Background: an optimization exercise with open tools, aiming at small area, a short achievable clock period and few clock cycles. Do not read the settings as production practice.
In this exercise RTL edits were held to simulation tests only and were not proved equivalent to the original.
Power and IR drop assume default switching activity.

Design scanout_ctrl, start of the top module:
module scanout_ctrl #(
    parameter PW = 320,      
    parameter PH = 240       
) (
    input             clk,
    input             rst,
    input             alloc_ok,
    input             cmd_valid,
    input      [31:0] cmd_word,
    output            cmd_ready,
    output reg        cmd_done,
    input             evt_valid,
    input      [31:0] evt_word,
    output            evt_ready,
    output reg        evt_done,
    input      [4:0]  reg_addr,
    output reg [31:0] reg_rdata,
    output            fb_rd,
    output            fb_sel,
    output     [25:0] fb_addr,
    input      [15:0] fb_rdata,
    output            lb_we,
    output            lb_sel,
    output     [12:0] lb_addr,
    output     [15:0] lb_wdata,
    output            flush_valid,
    output            flush_sel,
    output     [12:0] flush_x0,
    output     [12:0] flush_x1,
    output            frame_ready,
    output            buf_ack,
    output            front,
    output            busy,
    output     [6:0]  bl_pct
);
    localparam [2:0] OK = 3'd0, ERR_CONFIG = 3'd1, ERR_NOMEM = 3'd2,
                     ERR_UNSUPPORTED = 3'd3, ERR_STATE = 3'd4;
    localparam [3:0] S_IDLE  = 4'd0,
                     S_UR    = 4'd1,    
                     S_LSTRT = 4'd2,    
                     S_UR0   = 4'd3,    
                     S_ENA   = 4'd14,   
                     S_LOOP  = 4'd4,    
                     S_FLUSH = 4'd5,    
                     S_GK    = 4'd6,    
                     S_GSUB  = 4'd7,    
                     S_GRND  = 4'd8,    
  ...
Settings: LEC_CHECK=0, CAP_MARGIN=40, CORE_MARGIN=2, CORE_UTILIZATION=60, CTS_CLUSTER_DIAMETER=100, CTS_CLUSTER_SIZE=20, SLEW_MARGIN=40; clock period 60.0 ns.
standard.sh (not shown) runs the stock make flow with config.mk's settings and CLKGATE_MAP_FILE= SYNTH_SCRIPT=/design/flow/synth_recipe.tcl, a recipe that flattens the netlist after the stock synthesis.
==> flow/flow/run.sh <==
#!/bin/bash
set -o pipefail
export BUFFER_PORTS_ARGS="-buffer_cell sky130_fd_sc_hd__buf_1"
bash standard.sh SETUP_SLACK_MARGIN=34 finish > standard_flow.log 2>&1
Testbench counts at the start, summed over its fixed seeds: cycles 1,314,648.
Next try:
--- a/flow/design.v
+++ b/flow/design.v
@@ -56,18 +56,19 @@
     reg        inited, en, gvalid, frontb, fr, ack, urf;
     reg [1:0]  lastb, pend;
     reg [2:0]  res_code;
     reg        res_val;
     reg [6:0]  bl;
     reg        g_rot;
     reg [1:0]  g_scale;
     reg signed [14:0] off_x, off_y;
     reg        crop;             
+    reg        crop_s;           
     reg [25:0] g_start;
     reg [25:0] g_p;              
     reg [25:0] cur_src;
     reg [7:0]  cur_cnt;
     reg [3:0]  state;
     reg [1:0]  gph;              
     reg        l_buf;
     reg        lcopy;            
     reg        fillm;            
@@ -126,21 +127,20 @@
     always @* begin
         case (S)
             2'd1:    begin lwidth = 9'd320; lpf = 8'd240; end
             2'd2:    begin lwidth = 9'd160; lpf = 8'd120; end
             default: begin lwidth = 9'd106; lpf = 8'd80;  end
         endcase
         if (!crop) lwidth = xw[8:0];
     end
     wire        last_line = (cur_cnt == lpf - 8'd1);
-    wire [25:0] vspan     = R ? {13'd0, lw} : g_p;
-    wire [26:0] cmp_x     = radd26(cur_src, ~vspan, 1'b1);
-    wire        in_range  = !cmp_x[26];               
+    wire [7:0]  a_scan    = R ? lw[7:0] : lh[7:0];
+    wire        in_range  = crop_s || (cur_cnt < a_scan);
     wire [3:0] c_op = cmd_word[3:0];
     reg        c_legal;
     always @* begin
         case (c_op)
             4'h1: c_legal = (cmd_word[31] == 1'b0);
             4'h2, 4'h4, 4'h5, 4'h6, 4'h8, 4'h9, 4'hB:
                   c_legal = (cmd_word[31:4] == 28'd0);
             4'h3: c_legal = (cmd_word[31:7] == 25'd0);
             4'h7: c_legal = (cmd_word[31:5] == 27'd0);
@@ -255,18 +255,20 @@
             g_start <= cur_src;
         if (fill_go)
             g_p <= cur_src;
         if (st_grnd && (side_l ^ R))
             off_x <= sum_a[15:1];
         if (st_grnd && !(side_l ^ R))
             off_y <= sum_a[15:1];
         if (st_grnd && side_l)
             crop <= ptr[15];
+        if (st_grnd && !side_l)
+            crop_s <= ptr[15];
         if (init_ok) begin
             lw     <= cmd_word[17:5];
             lh     <= cmd_word[30:18];
             policy <= cmd_word[4];
         end
         if (geo_go) begin
             g_rot   <= rot;
             g_scale <= scale;
         end
@@ -429,26 +431,26 @@
         end else if (ur_go) begin
             cur_cnt <= 8'd1;
             urf     <= 1'b1;
         end else if (line_end) begin
             cur_cnt <= cur_cnt + 8'd1;
         end
     end
     wire [31:0] status_word = {17'd0, inited, inited, pend, lastb, 2'b00, urf, ack, fr,
                                frontb, gvalid, en, inited};
-    reg  [12:0] neg_lw;                  
+    reg  [12:0] neg_lw;
     integer k;
     reg c_n;
     always @* begin
-        c_n = 1'b1;
+        c_n = 1'b0;
         for (k = 0; k < 13; k = k + 1) begin
-            neg_lw[k] = ~lw[k] ^ c_n;
-            c_n = ~lw[k] & c_n;
+            neg_lw[k] = lw[k] ^ c_n;
+            c_n = lw[k] | c_n;
         end
     end
     wire [18:0] dec;
     genvar gk;
     generate
         for (gk = 0; gk < 19; gk = gk + 1) begin : g_dec
             assign dec[gk] = (reg_addr == gk);
         end
     endgenerate
The changed run produced a clean layout.
Combinational power goes down by 29%.
Sequential share of layout area grows by 0.71 points.
Worst setup slack degrades by 0.027 ns.
Via count goes down by 0.45%.
Utilization falls by 0.27 points.
First-iteration DRC count falls by 17%.
Count of clock-buffer cells in the layout came out lower by 1.
Wire length grows by 0.79%.
Worst hold slack improves by 0.027 ns.
Fmax stays flat.
Testbench counts after the change, summed over its fixed seeds: cycles 1,314,648.

[port drivers added, routing unchanged]
Ports are ideal in the flow. The routed layouts listed here were re-timed in OpenROAD.
Step 1 sets driving cells, clkbuf_16 on the clock port and buf_2 on the other inputs (assumed; they add their load-dependent delay and slew).
Step 2, shift: input delay + t, output delay - t, t = (earliest + latest rising clock arrival at the registers) / 2. This alone moves slack from input paths to output paths.
Three values: ideal ports, drivers, drivers and shift; two values: the first two.
run | shift t [ns] | slack for setup (ns) | worst register clock-pin slew, ns
the first run | 0.548 | 34.040 / 34.002 / 34.002 | 0.09 / 0.09
the second run | 0.541 | 34.013 / 33.954 / 33.954 | 0.08 / 0.08
After both steps every run listed still meets setup and hold. The setup slack of the second run, which loses most, moves by -0.059 ns with the drivers and by -0.059 ns with both steps.
